What follows belongs to an exercise in optimizing a design on an open flow for small area, a short achievable clock period and few clock cycles per item; a production flow would make more cautious choices. RTL that was checked went through simulation tests only; none was proved equivalent to the original. Function not checked in run 3: the RTL went through the layout flow alone. The clock port is modelled as an ideal driver; clocking choices that lean on that would not hold on a real chip.

<file path="flow/flow/run.sh">
#!/bin/bash
# The standard layout (standard.sh, every step) with one more setup-repair
# pass at the end of clock-tree synthesis, through ORFS's POST_CTS_TCL hook
# (flow/post_cts.tcl).  make's output goes to standard.log; each ORFS step
# keeps its own log under orfs/logs.
set -euo pipefail
export POST_CTS_TCL="$PWD/flow/post_cts.tcl"
bash standard.sh > standard.log 2>&1
</file>
<file path="flow/flow/post_cts.tcl">
# Sourced by ORFS cts.tcl after its own repair, before 4_1_cts.odb is written.
# One more setup repair: aim at 6 ns of slack on the 10 ns clock, at most 700
# moves, no gate cloning; then legalize the placement again.
log_cmd repair_timing -setup -setup_margin 6 -repair_tns 100 -max_iterations 700 \
  -skip_gate_cloning -verbose
set result [catch { detailed_placement } msg]
if { $result != 0 } {
  error "Detailed placement failed after the extra repair: $msg"
}
check_placement -verbose
report_worst_slack
report_design_area
</file>
<file path="flow/standard.sh">
#!/bin/bash
# synth_recipe.tcl (not shown) runs the flow's synth.tcl, then flattens the netlist and writes it again
# the make line also repeats each setting of config.mk as NAME=value (left out here)
make -C /OpenROAD-flow-scripts/flow DESIGN_CONFIG=/design/flow/config.mk WORK_HOME=/design/flow/orfs CLKGATE_MAP_FILE= SYNTH_SCRIPT=/design/flow/synth_recipe.tcl "${@:-finish}"
</file>
<file path="flow/constraint.sdc">
create_clock -name core_clock -period 10.0 [get_ports {clk}]
set_input_delay 2.0000 -clock core_clock [delete_from_list [all_inputs] [get_ports {clk}]]
set_output_delay 2.0000 -clock core_clock [all_outputs]
set_load 0.01 [all_outputs]
</file>
<file path="flow/design.v">
module li_inv8 (
  input  wire [7:0] a,
  output wire [7:0] y
);
  function automatic [3:0] m4(input [3:0] p, input [3:0] q);
    reg [3:0] r, t; integer k;
    begin
      r = 4'd0; t = p;
      for (k = 0; k < 4; k = k + 1) begin
        if (q[k]) r = r ^ t;
        t = {t[2:0], 1'b0} ^ (t[3] ? 4'h3 : 4'h0);
      end
      m4 = r;
    end
  endfunction
  wire [3:0] ah = a[7:4];
  wire [3:0] al = a[3:0];
  wire [3:0] n  = m4(m4(ah, ah), 4'd12) ^ m4(ah, al) ^ m4(al, al);
  reg  [3:0] ni;
  always @(*) begin
    case (n)
      4'd0: ni = 4'd0;
      4'd1: ni = 4'd1;
      4'd2: ni = 4'd9;
      4'd3: ni = 4'd14;
      4'd4: ni = 4'd13;
      4'd5: ni = 4'd11;
      4'd6: ni = 4'd7;
      4'd7: ni = 4'd6;
      4'd8: ni = 4'd15;
      4'd9: ni = 4'd2;
      4'd10: ni = 4'd12;
      4'd11: ni = 4'd5;
      4'd12: ni = 4'd10;
      4'd13: ni = 4'd4;
      4'd14: ni = 4'd3;
      4'd15: ni = 4'd8;
      default: ni = 4'd0;
    endcase
  end
  assign y = {m4(ah, ni), m4(ah ^ al, ni)};
endmodule
module li_ca_step (
  input  wire [127:0] grid,
  input  wire [19:0]  tab,
  input  wire         nbhd,
  input  wire         toroidal,
  input  wire [31:0]  gu,          
  input  wire [31:0]  gd,          
  output wire [127:0] grid_next
);
  wire [9:0] ta = tab[9:0];
  wire [9:0] tb = tab[19:10];
  wire [1:0] cs [0:127];    
  wire [1:0] xs [0:127];    
  genvar r, c;
  generate
    for (r = 0; r < 4; r = r + 1) begin : g_r
      for (c = 0; c < 32; c = c + 1) begin : g_c
        wire up = (r == 0) ? gu[c] : grid[(r-1)*32 + c];
        wire dn = (r == 3) ? gd[c] : grid[(r+1)*32 + c];
        wire me = grid[r*32 + c];
        assign cs[r*32 + c] = {(up & me) | (up & dn) | (me & dn), up ^ me ^ dn};
        assign xs[r*32 + c] = nbhd ? {1'b0, me} : cs[r*32 + c];
      end
    end
    for (r = 0; r < 4; r = r + 1) begin : g_r2
      for (c = 0; c < 32; c = c + 1) begin : g_c2
        localparam integer CL = (c + 31) % 32;
        localparam integer CR = (c + 1) % 32;
        wire [1:0] a = cs[r*32 + c];
        wire [1:0] b = (c == 0)  ? (xs[r*32 + CL] & {2{toroidal}}) : xs[r*32 + CL];
        wire [1:0] d = (c == 31) ? (xs[r*32 + CR] & {2{toroidal}}) : xs[r*32 + CR];
        wire s0  = a[0] ^ b[0] ^ d[0];
        wire k1  = (a[0] & b[0]) | (a[0] & d[0]) | (b[0] & d[0]);
        wire t1  = a[1] ^ b[1] ^ d[1];
        wire k2a = (a[1] & b[1]) | (a[1] & d[1]) | (b[1] & d[1]);
        wire s1  = t1 ^ k1;
        wire k2b = t1 & k1;
        wire s2  = k2a ^ k2b;
        wire s3  = k2a & k2b;
        wire me  = grid[r*32 + c];
        wire [4:0] p;
        genvar j;
        for (j = 0; j < 5; j = j + 1) begin : g_p
          assign p[j] = me ? (s0 ? tb[2*j+1] : tb[2*j]) : (s0 ? ta[2*j+1] : ta[2*j]);
        end
        wire q = s1 ? (s2 ? p[3] : p[1]) : (s2 ? p[2] : p[0]);
        assign grid_next[r*32 + c] = s3 ? p[4] : q;
      end
    end
  endgenerate
endmodule
module li_block_engine (
  input  wire         clk,
  input  wire         rst,         
  input  wire         start,       
  input  wire         decrypt,     
  input  wire [127:0] blk_in,
  input  wire [6:0]   rounds,      
  input  wire [5:0]   ca_steps,    
  input  wire         nbhd,        
  input  wire         toroidal,
  input  wire [31:0]  rule_base,
  output wire [6:0]   rk_idx,
  input  wire [127:0] rk,
  output wire         ready,
  output wire         done,
  output wire [127:0] blk_out
);
  function automatic [7:0] phi(input [7:0] x);
    begin
      phi[0] = x[0] ^ x[2];
      phi[1] = x[1] ^ x[2] ^ x[5] ^ x[6] ^ x[7];
      phi[2] = x[3];
      phi[3] = x[1] ^ x[3] ^ x[6] ^ x[7];
      phi[4] = x[1] ^ x[5] ^ x[7];
      phi[5] = x[2] ^ x[3];
      phi[6] = x[1] ^ x[4] ^ x[6] ^ x[7];
      phi[7] = x[5] ^ x[7];
    end
  endfunction
  function automatic [7:0] phiinv(input [7:0] x);
    begin
      phiinv[0] = x[0] ^ x[2] ^ x[5];
      phiinv[1] = x[4] ^ x[7];
      phiinv[2] = x[2] ^ x[5];
      phiinv[3] = x[2];
      phiinv[4] = x[2] ^ x[3] ^ x[6];
      phiinv[5] = x[1] ^ x[3] ^ x[5];
      phiinv[6] = x[1] ^ x[2] ^ x[4] ^ x[5];
      phiinv[7] = x[1] ^ x[3] ^ x[5] ^ x[7];
    end
  endfunction
  function automatic [7:0] aff(input [7:0] x);
    begin
      aff[0] = ~(x[0] ^ x[4] ^ x[5] ^ x[6] ^ x[7]);
      aff[1] = ~(x[0] ^ x[1] ^ x[5] ^ x[6] ^ x[7]);
      aff[2] = x[0] ^ x[1] ^ x[2] ^ x[6] ^ x[7];
      aff[3] = x[0] ^ x[1] ^ x[2] ^ x[3] ^ x[7];
      aff[4] = x[0] ^ x[1] ^ x[2] ^ x[3] ^ x[4];
      aff[5] = ~(x[1] ^ x[2] ^ x[3] ^ x[4] ^ x[5]);
      aff[6] = ~(x[2] ^ x[3] ^ x[4] ^ x[5] ^ x[6]);
      aff[7] = x[3] ^ x[4] ^ x[5] ^ x[6] ^ x[7];
    end
  endfunction
  function automatic [7:0] affinv(input [7:0] x);
    begin
      affinv[0] = ~(x[2] ^ x[5] ^ x[7]);
      affinv[1] = x[0] ^ x[3] ^ x[6];
      affinv[2] = ~(x[1] ^ x[4] ^ x[7]);
      affinv[3] = x[0] ^ x[2] ^ x[5];
      affinv[4] = x[1] ^ x[3] ^ x[6];
      affinv[5] = x[2] ^ x[4] ^ x[7];
      affinv[6] = x[0] ^ x[3] ^ x[5];
      affinv[7] = x[1] ^ x[4] ^ x[6];
    end
  endfunction
  reg [127:0] ib_blk;
  reg         ib_dec;
  reg  [6:0]  ib_rounds;
  reg         ib_valid;
  reg         cb_dec;
  reg  [5:0]  cb_steps;
  reg         cb_nbhd;
  reg         cb_tor;
  reg  [31:0] cb_rule;
  reg  [6:0]  cj_left;    
  reg  [6:0]  rk_idx_q;   
  reg [127:0] grid;       
  reg  [31:0] gu;         
  reg  [31:0] gd;         
  reg [127:0] rkc;        
  reg  [19:0] tab;        
  reg         rn_nbhd;
  reg         rn_tor;
  reg         ce_busy;    
  reg  [5:0]  ce_cnt;     
  reg         ce_last;    
  reg [127:0] kq;         
  reg         kfull;
  reg [127:0] st;         
  reg         ae_busy;    
  reg         ae_dec;
  reg         ae_phb;     
  reg  [6:0]  ae_left;    
  reg         ae_first;   
  reg         ae_lastb;   
  reg         done_q;
  wire ib_take = ~ae_busy & ib_valid;                   
  assign ready   = (cj_left == 7'd0) & (~ib_valid | ib_take);
  assign rk_idx  = rk_idx_q;
  assign done    = done_q;
  assign blk_out = st;
  wire acc = ready & start;
  wire [127:0] seed;      
  wire [127:0] step_o;
  genvar k;
  generate
    for (k = 0; k < 128; k = k + 1) begin : g_seed
      assign seed[k] = rk[127 - k];
    end
  endgenerate
  li_ca_step u_ca (
    .grid      (grid),
    .tab       (tab),
    .nbhd      (rn_nbhd),
    .toroidal  (rn_tor),
    .gu        (gu),
    .gd        (gd),
    .grid_next (step_o)
  );
  wire [127:0] kc = step_o ^ rkc;       
  wire [127:0] kb;                      
  generate
    for (k = 0; k < 128; k = k + 1) begin : g_kb
      assign kb[127 - k] = kc[k];
    end
  endgenerate
  wire        zero_job = (rk_idx_q == 7'd0);
  wire [31:0] rule_r   = cb_rule ^ {25'd0, rk_idx_q};
  wire [19:0] tab_r    = zero_job ? 20'd0
                       : {(cb_nbhd ? rule_r[13:4] : rule_r[17:8]), rule_r[9:0]};
  wire ae_consume = ae_busy & ae_phb & kfull;
  wire kslot      = ~kfull | ae_consume;
  wire last_step  = ce_busy & ce_last;
  wire ce_finish  = last_step & kslot;
  wire grid_free  = ~ce_busy | ce_finish;
  wire load       = (cj_left != 7'd0) & grid_free;
  always @(posedge clk) begin
    if (load) begin
      grid    <= seed;
      gu      <= seed[127:96] & {32{cb_tor}};
      gd      <= seed[31:0] & {32{cb_tor}};
      rkc     <= seed;
      tab     <= tab_r;
      rn_nbhd <= cb_nbhd;
      rn_tor  <= cb_tor;
    end else if (ce_busy & ~last_step) begin
      grid    <= step_o;
      gu      <= step_o[127:96] & {32{rn_tor}};
      gd      <= step_o[31:0] & {32{rn_tor}};
    end
  end
  always @(posedge clk) begin
    if (ce_finish)
      kq <= kb;
  end
  always @(posedge clk) begin
    if (ready) begin
      cb_dec   <= decrypt;
      cb_steps <= ca_steps;
      cb_nbhd  <= nbhd;
      cb_tor   <= toroidal;
      cb_rule  <= rule_base;
      ib_blk   <= blk_in;
      ib_dec   <= decrypt;
      ib_rounds <= rounds;
    end
  end
  always @(posedge clk) begin
    if (rst) begin
      ib_valid <= 1'b0;
      cj_left  <= 7'd0;
      rk_idx_q <= 7'd0;
      ce_busy  <= 1'b0;
      kfull    <= 1'b0;
    end else begin
      ib_valid <= acc | (ib_valid & ~ib_take);
      kfull    <= (kfull & ~ae_consume) | ce_finish;
      if (acc) begin
        cj_left  <= rounds + 7'd1;
        rk_idx_q <= decrypt ? rounds : 7'd0;
      end else if (load) begin
        cj_left <= cj_left - 7'd1;
        if (cb_dec)
          rk_idx_q <= zero_job ? 7'd0 : rk_idx_q - 7'd1;
        else
          rk_idx_q <= (cj_left == 7'd1) ? 7'd0 : rk_idx_q + 7'd1;
      end
      if (load) begin
        ce_busy <= 1'b1;
        ce_cnt  <= zero_job ? 6'd1 : cb_steps;
        ce_last <= zero_job | (cb_steps == 6'd1);
      end else begin
        if (ce_finish)
          ce_busy <= 1'b0;
        if (ce_busy & ~last_step) begin
          ce_cnt  <= ce_cnt - 6'd1;
          ce_last <= (ce_cnt == 6'd2);
        end
      end
    end
  end
  wire [127:0] inv_o;
  wire [127:0] sx;        
  wire [127:0] ib_c;      
  genvar i, c;
  generate
    for (i = 0; i < 16; i = i + 1) begin : g_inv
      li_inv8 u_inv (.a(phi(st[127 - 8*i -: 8])), .y(inv_o[127 - 8*i -: 8]));
      assign sx[127 - 8*i -: 8]   = phiinv(st[127 - 8*i -: 8]);
      assign ib_c[127 - 8*i -: 8] = phi(ib_blk[127 - 8*i -: 8]);
    end
  endgenerate
  function automatic [7:0] xt(input [7:0] a);    
    xt = {a[6:0], 1'b0} ^ (a[7] ? 8'h1b : 8'h00);
  endfunction
  function automatic [7:0] gmul(input [7:0] a, input [3:0] b);
    reg [7:0] a2, a4, a8;
    begin
      a2 = xt(a);
      a4 = xt(a2);
      a8 = xt(a4);
      gmul = (b[0] ? a : 8'h00) ^ (b[1] ? a2 : 8'h00) ^
             (b[2] ? a4 : 8'h00) ^ (b[3] ? a8 : 8'h00);
    end
  endfunction
  wire b_last = ae_lastb;
  wire b_id   = ae_dec ? b_last : ae_first;      
  wire b_mix  = ~ae_first & ~b_last;             
  wire [127:0] e_sub;     
  wire [127:0] e_shr;     
  wire [127:0] d_key = sx ^ kq;
  wire [127:0] d_pm;      
  wire [127:0] mx_i = ae_dec ? d_pm : e_shr;
  wire [127:0] mx_o;
  wire [127:0] d_lin = b_mix ? mx_o : d_key;
  wire [127:0] d_ish;
  wire [127:0] d_pre;     
  generate
    for (i = 0; i < 16; i = i + 1) begin : g_byte
      localparam integer R  = i % 4;
      localparam integer C  = i / 4;
      localparam integer FS = R + 4 * ((C + R) % 4);
      localparam integer IS = R + 4 * ((C + 4 - R) % 4);
      assign e_sub[127 - 8*i -: 8] = aff(sx[127 - 8*i -: 8]);
      assign e_shr[127 - 8*i -: 8] = e_sub[127 - 8*FS -: 8];
      assign d_ish[127 - 8*i -: 8] = d_lin[127 - 8*IS -: 8];
      assign d_pre[127 - 8*i -: 8] = affinv(d_ish[127 - 8*i -: 8]);
    end
    for (c = 0; c < 4; c = c + 1) begin : g_col
      wire [7:0] b0 = d_key[127 - 8*(4*c+0) -: 8];
      wire [7:0] b1 = d_key[127 - 8*(4*c+1) -: 8];
      wire [7:0] b2 = d_key[127 - 8*(4*c+2) -: 8];
      wire [7:0] b3 = d_key[127 - 8*(4*c+3) -: 8];
      wire [7:0] u  = xt(xt(b0 ^ b2));
      wire [7:0] v  = xt(xt(b1 ^ b3));
      assign d_pm[127 - 8*(4*c+0) -: 8] = b0 ^ u;
      assign d_pm[127 - 8*(4*c+1) -: 8] = b1 ^ v;
      assign d_pm[127 - 8*(4*c+2) -: 8] = b2 ^ u;
      assign d_pm[127 - 8*(4*c+3) -: 8] = b3 ^ v;
      wire [7:0] a0 = mx_i[127 - 8*(4*c+0) -: 8];
      wire [7:0] a1 = mx_i[127 - 8*(4*c+1) -: 8];
      wire [7:0] a2 = mx_i[127 - 8*(4*c+2) -: 8];
      wire [7:0] a3 = mx_i[127 - 8*(4*c+3) -: 8];
      assign mx_o[127 - 8*(4*c+0) -: 8] = gmul(a0, 4'd2) ^ gmul(a1, 4'd3) ^ a2 ^ a3;
      assign mx_o[127 - 8*(4*c+1) -: 8] = a0 ^ gmul(a1, 4'd2) ^ gmul(a2, 4'd3) ^ a3;
      assign mx_o[127 - 8*(4*c+2) -: 8] = a0 ^ a1 ^ gmul(a2, 4'd2) ^ gmul(a3, 4'd3);
      assign mx_o[127 - 8*(4*c+3) -: 8] = gmul(a0, 4'd3) ^ a1 ^ a2 ^ gmul(a3, 4'd2);
    end
  endgenerate
  wire [127:0] e_out = (b_mix ? mx_o : e_shr) ^ kq;
  wire [127:0] b_std = b_id ? d_key : (ae_dec ? d_pre : e_out);
  always @(posedge clk) begin
    if (~ae_busy)
      st <= ib_c;
    else if (~ae_phb)
      st <= inv_o;
    else if (kfull)
      st <= b_std;
  end
  always @(posedge clk) begin
    if (~ae_busy)
      ae_dec <= ib_dec;
  end
  always @(posedge clk) begin
    if (rst) begin
      ae_busy <= 1'b0;
      done_q  <= 1'b0;
    end else begin
      done_q <= 1'b0;
      if (~ae_busy) begin
        if (ib_valid) begin
          ae_busy  <= 1'b1;
          ae_phb   <= 1'b1;
          ae_left  <= ib_rounds + 7'd1;
          ae_first <= 1'b1;
          ae_lastb <= 1'b0;
        end
      end else if (~ae_phb) begin
        ae_phb <= 1'b1;
      end else if (kfull) begin
        ae_left  <= ae_left - 7'd1;
        ae_first <= 1'b0;
        ae_lastb <= (ae_left == 7'd2);
        if (ae_lastb) begin
          ae_busy <= 1'b0;
          done_q  <= 1'b1;
        end else begin
          ae_phb <= 1'b0;
        end
      end
    end
  end
endmodule
</file>
<file path="flow/config.mk">
export PLATFORM = sky130hd
export DESIGN_NAME = li_block_engine
export DESIGN_NICKNAME = li_block_engine
export VERILOG_FILES = /design/flow/design.v
export SDC_FILE = /design/flow/constraint.sdc
export NUM_CORES = 8
export LEC_CHECK = 0
export ABC_CLOCK_PERIOD_IN_PS = 4000
export CAP_MARGIN = 0
export CORE_MARGIN = 2
export CORE_UTILIZATION = 50
export PLACE_DENSITY = 0.6
export SETUP_SLACK_MARGIN = 5
export SLEW_MARGIN = 0
</file>
==> flow_summary.toml, run 1 <==
[status]
outcome = "no timing/DRC/antenna violations"

[route]
wl_per_cell_um = 32.4
postRouteWirelength_um = 456000
antenna_violating_nets_post_route = 0
drt_first_iter_violations = 11100
remaining_drc_errors = 0
post_drt_via_cell_ratio = 6.40
route.vias.total = 89900
drt_pre_antenna_iters = 6

[placed_design]
io_buffer_count = 429
hpwl_um = 330000
place.gp.congestion = 1.03
placement.setup.worst_slack_ns = 3.54

[floorplan]
std_cell_rows = 174
core_area_um2 = 224000
top_level_ports = 444
floorplan.die_area_um2 = 229000
chipWidth_um = 478
starting_density = 0.502
vertical_extent_of_the_die_um = 478

[worst_setup_path]
worstSetupStartpointType = "register"
rr_endpoint = "kq[42]"
critical_path_fanouts_max = 117
timing.setup.critical_path_class = "reg -> reg"
cp_data_required_time_ns = 10.53
crit_arrival_ns = 5.54
rrSetupSlack_ns = 4.99
end_kind = "register"
r2r_cells = 8
timing.rr.start = "rn_nbhd"

[logic_synthesis]
synth-edff-count = 778
synth-seq-cells = 797
synthesis.yosys.warnings = 3
synthesis.instances = 10600
post_synth_num_cell_types = 104
synth_area_per_cell_um2 = 10.6
mappedNetlistArea_um2 = 113000
ys_seq_area_frac = 0.211
async_set_or_reset_register_ratio_after_synthesis = 0
synthesis.nets = 11700
synthFlopType = "edfxtp_1"

[timing]
slew_headroom = 0.0994
setup-tns-final_ns = 0
worstMarginPinSlew_ns = 1.34
skew_ns = 0.0741
final_max_slew_viol_count = 0
postLayoutSetupSlackWorst_ns = 4.99
time_the_worst_path_needs_with_i_o_delays_and_setup_ns = 5.01
setup_viol = 0
min_period_over_period = 0.501
finalHoldViolations = 0
setup_repair_after_global_routing_missed_its_margin = "yes"
fmax_mhz = 200

[cells_and_area]
multi_input_area_um2 = 86600
drive_gt1_frac = 0.211
area_occupied_by_registers_um2 = 23700
area_growth_pct = 16.3
layout.nets = 12100
filler_cell_count = 18700

[global_routing]
globalRouteTotalUtil = 0.392
grt_first_pass_wirelength_um = 648000
grt_antenna_before_repair = 31
pin_count_of_the_biggest_net_entering_global_routing = 193
first_global_vias = 88900
grt_remaining_overflow = 0

[min_path]
hold_path_startpoint = "cj_left[6]"
hold_crit_path_type = "reg -> reg"
holdPathStages = 2
whs_endpoint = "cj_left[6]"

[clock_network]
cts_tree = "built"
cts_sinks = 797
clk_transition_reported_paths_ns = 0.06
clock_insertion_delay_worst_skew_ns = 0.84

[job]
max_cap_violations = 0
-- worst max-delay path by stage --
stage | from | end | slack [ns] | cells after the start
final | rn_nbhd | kq[42] | 4.99 | 8
after detailed placement | st[89] | st[93] | 3.54 | 18
after global placement | st[89] | st[91] | 3.68 | 19
after global routing | st[67] | st[66] | 4.84 | 17
after floorplan | ae_busy | ce_cnt[0] | 4.25 | 8
-- final cells by class --
| type | count | area share |
|---|---|---|
| Antenna cell | 16 | 0.000306 |
| Clock buffer | 121 | 0.0208 |
| Clock inverter | 74 | 0.00745 |
| Inverter | 798 | 0.0230 |
| Multi-Input combinational cell | 8159 | 0.662 |
| Sequential cell | 797 | 0.181 |
| Tap cell | 2992 | 0.0286 |
| Timing Repair Buffer | 1094 | 0.0763 |
-- cell families after synthesis --
| logic type | count (synthesis) | synth area share |
|---|---|---|
| and+or+nand+nor | 1935 | 0.0769 |
| muxes | 1320 | 0.206 |
| buffers and inverters | 1680 | 0.0582 |
| xor gates and xnor gates | 2667 | 0.253 |
| DFF | 797 | 0.211 |
| AOI/OAI and AO/OA | 1439 | 0.0803 |
| adders and majority gates | 795 | 0.114 |
-- layer usage --
metal  up-vias  routed length (um)  GRT usage
li1      38100                   -          -
met1     45000              166000      0.495
met2      5573              206000      0.611
met3      1325               45000     0.0781
met4        22               38600      0.263
met5         -                 168          0
-- per-stage QoR --
stage / instances / util / instance area, um2 / hold slack [ns]
2_1_floorplan: 10600 / - / 113000 / 0.417
3_3_place_gp: 13400 / 0.531 / 119000 / 0.474
3_5_place_dp: 13400 / 0.531 / 119000 / 0.482
5_1_grt: 14000 / 0.583 / 131000 / 0.516
6_report: 14100 / 0.584 / 131000 / 0.489
-- cell usage in the layout (no fill, tap or decap), types with 40 or more instances in the layout --
master           instances
xnor2_1               1447
mux4_2                 785
edfxtp_1               778
inv_1                  772
nor2_1                 767
buf_4                  597
xor2_1                 594
nand2_1                561
a21oi_1                438
clkdlybuf4s50_1        429
mux2i_1                417
ha_1                   392
fa_1                   384
o21ai_0                311
xnor3_1                203
nand2b_1               178
xnor2_2                148
clkbuf_16              106
xnor2_4                 90
o22ai_1                 80
nor2b_1                 74
nand3_1                 71
nor3_1                  67
o211ai_1                60
xor2_2                  56
o221ai_1                55
a221oi_1                51
o21ai_1                 46
buf_12                  42
xor2_4                  41
a211oi_1                41
mux2_2                  40
-- flip-flops by register name, indices dropped and copies added, names as in the netlist, 6 cells and up --
name and count:
cb_rule 18, ib_rounds 7, tab 20, cb_steps 6, ce_cnt 6, rk_idx_q 7, rkc 128, kq 128
gu 32, cj_left 7, gd 32, grid 128, ib_blk 128, ae_left 7, st 128
-- worst max-delay path, cell delays in order, from the launching register on --
cell	delay (ns)
edfxtp_1	0.32
buf_4	0.38
buf_16	0.41
mux2i_1	0.91
fa_1	0.68
mux4_2	0.48
mux4_2	0.48
mux2i_1	0.54
xnor2_1	0.19
-- cell usage after synthesis, types with 58 or more instances --
master,instances,area [um2]
o21ai_0,326,1630
mux4_2,785,17700
clkbuf_1,697,2620
xnor3_1,229,5160
edfxtp_1,778,23400
o221ai_1,58,508
o211ai_1,60,450
nor3_1,70,350
inv_1,778,2920
nor2_1,783,2940
xor2_1,659,5770
buf_2,113,566
a21oi_1,468,2340
nor2b_1,75,469
mux2i_1,470,4700
nand2_1,568,2130
xnor2_2,64,1040
xnor2_1,1606,14100
o22ai_1,82,513
ha_1,410,5130
nand2b_1,178,1110
nand3_1,72,360
fa_1,384,7690
Testbench counts, summed over its fixed seeds: cycles 99,556, blocks 3,200.
==> inputs of run 2 (changes only) <==
--- a/flow/config.mk
+++ b/flow/config.mk
@@ -6,9 +6,9 @@
 export NUM_CORES = 8
 export LEC_CHECK = 0
 export ABC_CLOCK_PERIOD_IN_PS = 4000
-export CAP_MARGIN = 0
+export CAP_MARGIN = 40
 export CORE_MARGIN = 2
 export CORE_UTILIZATION = 50
 export PLACE_DENSITY = 0.6
 export SETUP_SLACK_MARGIN = 5
-export SLEW_MARGIN = 0
+export SLEW_MARGIN = 40
==> flow_summary.toml, run 2 <==
[job]
max_cap_violations = 0

[cells_and_area]
post-route-util = 0.583
area_growth_pct = 16.1
layout.nets = 12000
final_cell_mix = "xnor2_1 (1403), mux4_2 (785), edfxtp_1 (778)"
layout_commonest_cell = "xnor2_1"
drive_gt1_frac = 0.215

[min_path]
hold_crit_path_type = "reg -> reg"

[floorplan]
std_cell_rows = 174
floorplan.die_area_um2 = 229000
vertical_extent_of_the_die_um = 478
chipWidth_um = 478
core_area_um2 = 224000
top_level_ports = 444
starting_density = 0.502

[logic_synthesis]
synthesis.yosys.warnings = 3
ys_top_cells_by_area = "edfxtp_1 (21%), mux4_2 (16%), xnor2_1 (12%)"
synth-edff-count = 778
async_set_or_reset_register_ratio_after_synthesis = 0
post_synth_num_cell_types = 104
synthFlopType = "edfxtp_1"
synth_common_cells = "xnor2_1 (1606), mux4_2 (785), nor2_1 (783), edfxtp_1 (778), inv_1 (778)"
yosys_top_cell_area_share = 0.208
mappedNetlistArea_um2 = 113000
synthesis.instances = 10600
synthesis.nets = 11700
synth_most_common_cell = "xnor2_1"
netlist.top_cell.by_area = "edfxtp_1"
synth-seq-cells = 797
ys_seq_area_frac = 0.211
synth_area_per_cell_um2 = 10.6

[placed_design]
hpwl_um = 330000
io_buffer_count = 429
place.gp.congestion = 1.03

[timing]
setup-tns-final_ns = 0
setup_viol = 0
finalHoldViolations = 0
skew_ns = 0.0579
time_the_worst_path_needs_with_i_o_delays_and_setup_ns = 4.92
worstMarginPinSlew_ns = 0.974
slew_headroom = 0.346
fmax_mhz = 203
min_period_over_period = 0.492
setup_repair_after_global_routing_missed_its_margin = "yes"
final_max_slew_viol_count = 0
hold-worst-slack_ns = 0.490

[clock_network]
cts_tree = "built"
clock_insertion_delay_worst_skew_ns = 0.83
clk_transition_reported_paths_ns = 0.06
cts_sinks = 797

[worst_setup_path]
end_kind = "register"
timing.setup.critical_path_class = "reg -> reg"
path_buf_inv = 1
cp_data_required_time_ns = 10.51
critical-path-top-delay-family = "XOR/XNOR gates"
critical_path.slowest_cell = "xnor2_2"
cp_cell_sequence = "buf_4 -> xnor2_4 -> xnor2_2 -> xnor2_2 -> nor2_1 -> a31o_2 -> xor2_2 -> xnor3_1 -> xnor2_4 -> mux2i_1 -> nor2_1 -> mux2i_1 -> o221ai_2 -> o221ai_1"
crit_arrival_ns = 5.43
critical-path-max-stage-delay_ns = 0.65
worstSetupStartpointType = "register"
critical_path_fanouts_max = 10

[route]
remaining_drc_errors = 0
antenna_violating_nets_post_route = 0
drt_first_iter_violations = 10300
drt_pre_antenna_iters = 7
route.vias.total = 89600
wl_per_cell_um = 32.4
post_drt_via_cell_ratio = 6.39
postRouteWirelength_um = 454000

[global_routing]
grt_antenna_before_repair = 26
pin_count_of_the_biggest_net_entering_global_routing = 193
globalRouteTotalUtil = 0.392
grt_remaining_overflow = 0
grt_first_pass_wirelength_um = 648000
first_global_vias = 89000

[status]
outcome = "no timing/DRC/antenna violations"
[run 2: cell counts after synthesis]
No cell type changed its count.
[run 2: kinds of logic after synthesis]
family | count (synthesis) | synth area share
XOR/XNOR | 2667 | 0.253
AO/OA/AOI/OAI | 1439 | 0.0803
adder cells (fa/ha/maj) | 795 | 0.114
multiplexers | 1320 | 0.206
AND/OR/NAND/NOR | 1935 | 0.0769
flip-flops | 797 | 0.211
buffers and inverters | 1680 | 0.0582
[run 2: area by class of cell]
| type | count | area, um2 |
|---|---|---|
| Multi-Input combinational cell | 8158 | 86800 |
| Fill cell | 18800 | 93600 |
| Timing Repair Buffer | 1063 | 9760 |
| Tap cell | 2992 | 3740 |
| Clock buffer | 119 | 2670 |
| Clock inverter | 76 | 875 |
| Sequential cell | 797 | 23700 |
| Inverter | 798 | 3010 |
| Antenna cell | 13 | 32.5 |
[run 2: final timing paths]
path / start / to / slack (ns) / cells after the start
worst min-delay path: cj_left[6] / cj_left[6] / 0.49 / 2
worst max register to register: st[102] / st[100] / 5.08 / 14
worst max-delay path: st[102] / st[100] / 5.08 / 14
worst min register to register: cj_left[6] / cj_left[6] / 0.49 / 2
[run 2: worst register-to-register path: cells and delay by family, from the launching register on]
| kind | cells | cell delay, ns |
|---|---|---|
| xor gates and xnor gates | 6 | 2.27 |
| AOI/OAI and AO/OA | 3 | 0.92 |
| DFF | 1 | 0.52 |
| muxes | 2 | 0.37 |
| and+or+nand+nor | 2 | 0.34 |
| buffers and inverters | 1 | 0.22 |
[run 2: stage by stage]
step	setup slack (ns)	cell area, um2	std cells
final	5.08	131000	14000
after global routing	4.92	131000	14000
after detailed placement	3.59	120000	13400
after global placement	3.68	119000	13400
after floorplan	4.25	113000	10600
[run 2: per-layer routing]
metal | global-route usage | vias up | wire (um)
met5 | 0 | - | 171
met4 | 0.269 | 22 | 38600
met3 | 0.0785 | 1220 | 43900
met2 | 0.612 | 5430 | 206000
met1 | 0.492 | 44900 | 166000
li1 | - | 38000 | -
==> inputs of run 3 (changes only) <==
--- a/flow/design.v
+++ b/flow/design.v
@@ -1,44 +1,46 @@
+module li_gf16_mul (input wire [3:0] p, input wire [3:0] q, output wire [3:0] r);
+  wire [6:0] t;
+  assign t[0] = p[0] & q[0];
+  assign t[1] = (p[1] & q[0]) ^ (p[0] & q[1]);
+  assign t[2] = (p[2] & q[0]) ^ (p[1] & q[1]) ^ (p[0] & q[2]);
+  assign t[3] = (p[3] & q[0]) ^ (p[2] & q[1]) ^ (p[1] & q[2]) ^ (p[0] & q[3]);
+  assign t[4] = (p[3] & q[1]) ^ (p[2] & q[2]) ^ (p[1] & q[3]);
+  assign t[5] = (p[3] & q[2]) ^ (p[2] & q[3]);
+  assign t[6] = p[3] & q[3];
+  assign r[0] = t[0] ^ t[4];
+  assign r[1] = t[1] ^ t[4] ^ t[5];
+  assign r[2] = t[2] ^ t[5] ^ t[6];
+  assign r[3] = t[3] ^ t[6];
+endmodule
+module li_gf16_inv (input wire [3:0] a, output reg [3:0] y);
+  always @(*) begin
+    case (a)
+      4'd0:  y = 4'd0;   4'd1:  y = 4'd1;   4'd2:  y = 4'd9;   4'd3:  y = 4'd14;
+      4'd4:  y = 4'd13;  4'd5:  y = 4'd11;  4'd6:  y = 4'd7;   4'd7:  y = 4'd6;
+      4'd8:  y = 4'd15;  4'd9:  y = 4'd2;   4'd10: y = 4'd12;  4'd11: y = 4'd5;
+      4'd12: y = 4'd10;  4'd13: y = 4'd4;   4'd14: y = 4'd3;   default: y = 4'd8;
+    endcase
+  end
+endmodule
 module li_inv8 (
   input  wire [7:0] a,
   output wire [7:0] y
 );
-  function automatic [3:0] m4(input [3:0] p, input [3:0] q);
-    reg [3:0] r, t; integer k;
-    begin
-      r = 4'd0; t = p;
-      for (k = 0; k < 4; k = k + 1) begin
-        if (q[k]) r = r ^ t;
-        t = {t[2:0], 1'b0} ^ (t[3] ? 4'h3 : 4'h0);
-      end
-      m4 = r;
-    end
-  endfunction
   wire [3:0] ah = a[7:4];
   wire [3:0] al = a[3:0];
-  wire [3:0] n  = m4(m4(ah, ah), 4'd12) ^ m4(ah, al) ^ m4(al, al);
-  reg  [3:0] ni;
-  always @(*) begin
-    case (n)
-      4'd0: ni = 4'd0;
-      4'd1: ni = 4'd1;
-      4'd2: ni = 4'd9;
-      4'd3: ni = 4'd14;
-      4'd4: ni = 4'd13;
-      4'd5: ni = 4'd11;
-      4'd6: ni = 4'd7;
-      4'd7: ni = 4'd6;
-      4'd8: ni = 4'd15;
-      4'd9: ni = 4'd2;
-      4'd10: ni = 4'd12;
-      4'd11: ni = 4'd5;
-      4'd12: ni = 4'd10;
-      4'd13: ni = 4'd4;
-      4'd14: ni = 4'd3;
-      4'd15: ni = 4'd8;
-      default: ni = 4'd0;
-    endcase
-  end
-  assign y = {m4(ah, ni), m4(ah ^ al, ni)};
+  wire [3:0] s  = ah ^ al;
+  wire [3:0] lah2;                  
+  assign lah2[0] = ah[1] ^ ah[2] ^ ah[3];
+  assign lah2[1] = ah[2] ^ ah[3];
+  assign lah2[2] = ah[0] ^ ah[1] ^ ah[2] ^ ah[3];
+  assign lah2[3] = ah[0] ^ ah[3];
+  wire [3:0] m;
+  li_gf16_mul u_m (.p(s), .q(al), .r(m));
+  wire [3:0] n = lah2 ^ m;
+  wire [3:0] ni;
+  li_gf16_inv u_i (.a(n), .y(ni));
+  li_gf16_mul u_h (.p(ah), .q(ni), .r(y[7:4]));
+  li_gf16_mul u_o (.p(s), .q(ni), .r(y[3:0]));
 endmodule
 module li_ca_step (
   input  wire [127:0] grid,
--- a/flow/config.mk
+++ b/flow/config.mk
@@ -6,9 +6,9 @@
 export NUM_CORES = 8
 export LEC_CHECK = 0
 export ABC_CLOCK_PERIOD_IN_PS = 4000
-export CAP_MARGIN = 40
+export CAP_MARGIN = 20
 export CORE_MARGIN = 2
 export CORE_UTILIZATION = 50
 export PLACE_DENSITY = 0.6
 export SETUP_SLACK_MARGIN = 5
-export SLEW_MARGIN = 40
+export SLEW_MARGIN = 20
==> flow_summary.toml, run 3 <==
[logic_synthesis]
post_synth_num_cell_types = 102
synth_compound_gate_area_share = 0.0781
yosys_top_cell_area_share = 0.210
synth_common_cells = "xnor2_1 (1612), nor2_1 (837), edfxtp_1 (778), mux4_2 (778), inv_1 (769)"
post_synth_mux_area_share = 0.207
synthesis.nets = 11500
async_set_or_reset_register_ratio_after_synthesis = 0
netlist.top_cell.by_area = "edfxtp_1"
ys_top_cells_by_area = "edfxtp_1 (21%), mux4_2 (16%), xnor2_1 (13%)"
largest_family_of_logic_cells_by_synthesized_area = "XOR/XNOR gates"
synth_simple_gate_area_frac = 0.0729
post_synth_fa_ha_maj_area_fraction = 0.114
synthFlopType = "edfxtp_1"
synth-edff-count = 778
ys_seq_area_frac = 0.214
synth-seq-cells = 797
mappedNetlistArea_um2 = 111000
synthesis.instances = 10400
yosys.area_share.xor_xnor = 0.256
synth_most_common_cell = "xnor2_1"
synthesis.yosys.warnings = 3
synth_area_per_cell_um2 = 10.6

[floorplan]
vertical_extent_of_the_die_um = 476
std_cell_rows = 173
floorplan.die_area_um2 = 226000
chipWidth_um = 476
core_area_um2 = 222000
starting_density = 0.502
top_level_ports = 444

[job]
max_cap_violations = 0

[placed_design]
io_buffer_count = 429
placement.setup.worst_slack_ns = 3.37
hpwl_um = 313000
placedInstanceArea_um2 = 117000
place.gp.congestion = 1.03

[route]
drt_pre_antenna_iters = 6
wl_per_cell_um = 32.4
postRouteWirelength_um = 451000
post_drt_via_cell_ratio = 6.37
drt_first_iter_violations = 10700
antenna_violating_nets_post_route = 0
remaining_drc_errors = 0
route.vias.total = 88700

[timing]
setup_viol = 0
worstMarginPinSlew_ns = 1.26
postLayoutSetupSlackWorst_ns = 5.00
fmax_mhz = 200
min_period_over_period = 0.500
final_max_slew_viol_count = 0
slew_headroom = 0.155
setup-tns-final_ns = 0
setup_repair_after_global_routing_missed_its_margin = "yes"
time_the_worst_path_needs_with_i_o_delays_and_setup_ns = 5.00
skew_ns = 0.0553
hold-worst-slack_ns = 0.496
finalHoldViolations = 0

[min_path]
holdPathStages = 2
hold_crit_path_type = "reg -> reg"

[worst_setup_path]
end_kind = "register"
cp_data_required_time_ns = 10.65
rrSetupSlack_ns = 5.00
timing.setup.critical_path_class = "reg -> reg"
r2r_cells = 14
crit_arrival_ns = 5.65
worstSetupStartpointType = "register"
critical_path_fanouts_max = 6

[cells_and_area]
drive_gt1_frac = 0.224
layout_commonest_cell = "xnor2_1"
layout.cell_area.non_filler_um2 = 130000
area_growth_pct = 16.9
final_cell_mix = "xnor2_1 (1448), nor2_1 (812), mux4_2 (778), edfxtp_1 (778), inv_1 (748)"
layout.nets = 11900

[clock_network]
cts_tree = "built"
cts_sinks = 797
clock_insertion_delay_worst_skew_ns = 0.83
clk_transition_reported_paths_ns = 0.06

[status]
outcome = "no timing/DRC/antenna violations"

[global_routing]
grt_antenna_before_repair = 47
globalRouteTotalUtil = 0.393
first_global_vias = 86800
grt_first_pass_wirelength_um = 637000
grt_remaining_overflow = 0
pin_count_of_the_biggest_net_entering_global_routing = 138
[run 3: cell count changes in the layout (fill, tap and decap cells not counted), moves of 22 or more]
cell	before	now
xnor2_1	1403	1448
xnor2_2	206	158
nand2_1	559	518
nor2_1	765	812
buf_4	557	651
ha_1	390	360
xnor3_1	204	182
[run 3: path summary, 6_finish.rpt]
kind                    from          to
hold / removal    cj_left[6]  cj_left[6]
setup reg to reg       st[3]     st[115]
hold reg to reg   cj_left[6]  cj_left[6]
setup / recovery       st[3]     st[115]
[run 3: final cells by class]
class	instances	area [um2]
fill	18700	91700
multi-input combinational	8014	85500
sequential	797	23700
timing repair buffer	1147	10400
tap	2975	3720
inverter	777	2940
clock buffer	122	2690
clock inverter	72	882
antenna	20	50.0
[run 3: cells by family (layout without fill, tap and decap cells)]
logic type / after synthesis / count (layout)
fa+ha+maj: 786 / 786
flops: 797 / 797
simple gates: 1862 / 1862
mux: 1300 / 1300
xor+xnor: 2678 / 2678
buf+inv: 1638 / 2118
other cells: 0 / 20
compound gates: 1386 / 1388
[run 3: worst max-delay path, stage by stage (launching register included)]
cell and delay, ns:
edfxtp_1 0.43, buf_4 0.20, xnor2_2 0.29, xnor3_2 0.53, xor2_4 0.33, xnor3_1 0.58
xnor2_1 0.17, a21oi_1 0.43, xnor3_1 0.41, nor2_2 0.27, a21oi_1 0.22, xnor2_2 0.27
xor2_1 0.39, o22ai_1 0.21, nor2_1 0.13
[run 3: stage by stage]
stage	std cells	utilization
3_5_place_dp	13100	0.530
5_1_grt	13900	0.586
2_1_floorplan	10400	-
6_report	13900	0.586
3_3_place_gp	13100	0.530
[run 3: routing by layer]
layer | GRT usage | part of all wire | vias to the layer above | routed length [um]
met5 | 0 | 0.00041 | - | 184
met2 | 0.627 | 0.46 | 5133 | 209000
met3 | 0.0840 | 0.098 | 1129 | 44200
li1 | - | - | 37400 | -
met4 | 0.225 | 0.071 | 30 | 32000
met1 | 0.494 | 0.37 | 45000 | 165000

-- what the ideal ports hide --
Ports are ideal in the flow. The routed layouts listed here were re-timed in OpenROAD.
Step 1 assumes that a clkbuf_16 drives the clock port and a buf_2 every other input.
Step 2 also shifts input and output timing later by t, the mid clock arrival at the registers, as if the neighbouring blocks saw the same clock.
a / b / c = ideal ports / drivers / drivers and shift; a / b = the first two.
| run | shift t [ns] | setup WS [ns] | latest minus earliest clock arrival (ns) |
|---|---|---|---|
| run 1 | 0.900 | 4.993 / 4.993 / 4.993 | 0.075 / 0.075 |
| run 2 | 0.901 | 5.082 / 5.082 / 5.082 | 0.066 / 0.066 |
| run 3 | 0.893 | 4.996 / 4.996 / 4.996 | 0.072 / 0.073 |
After both steps every run listed still meets setup and hold.
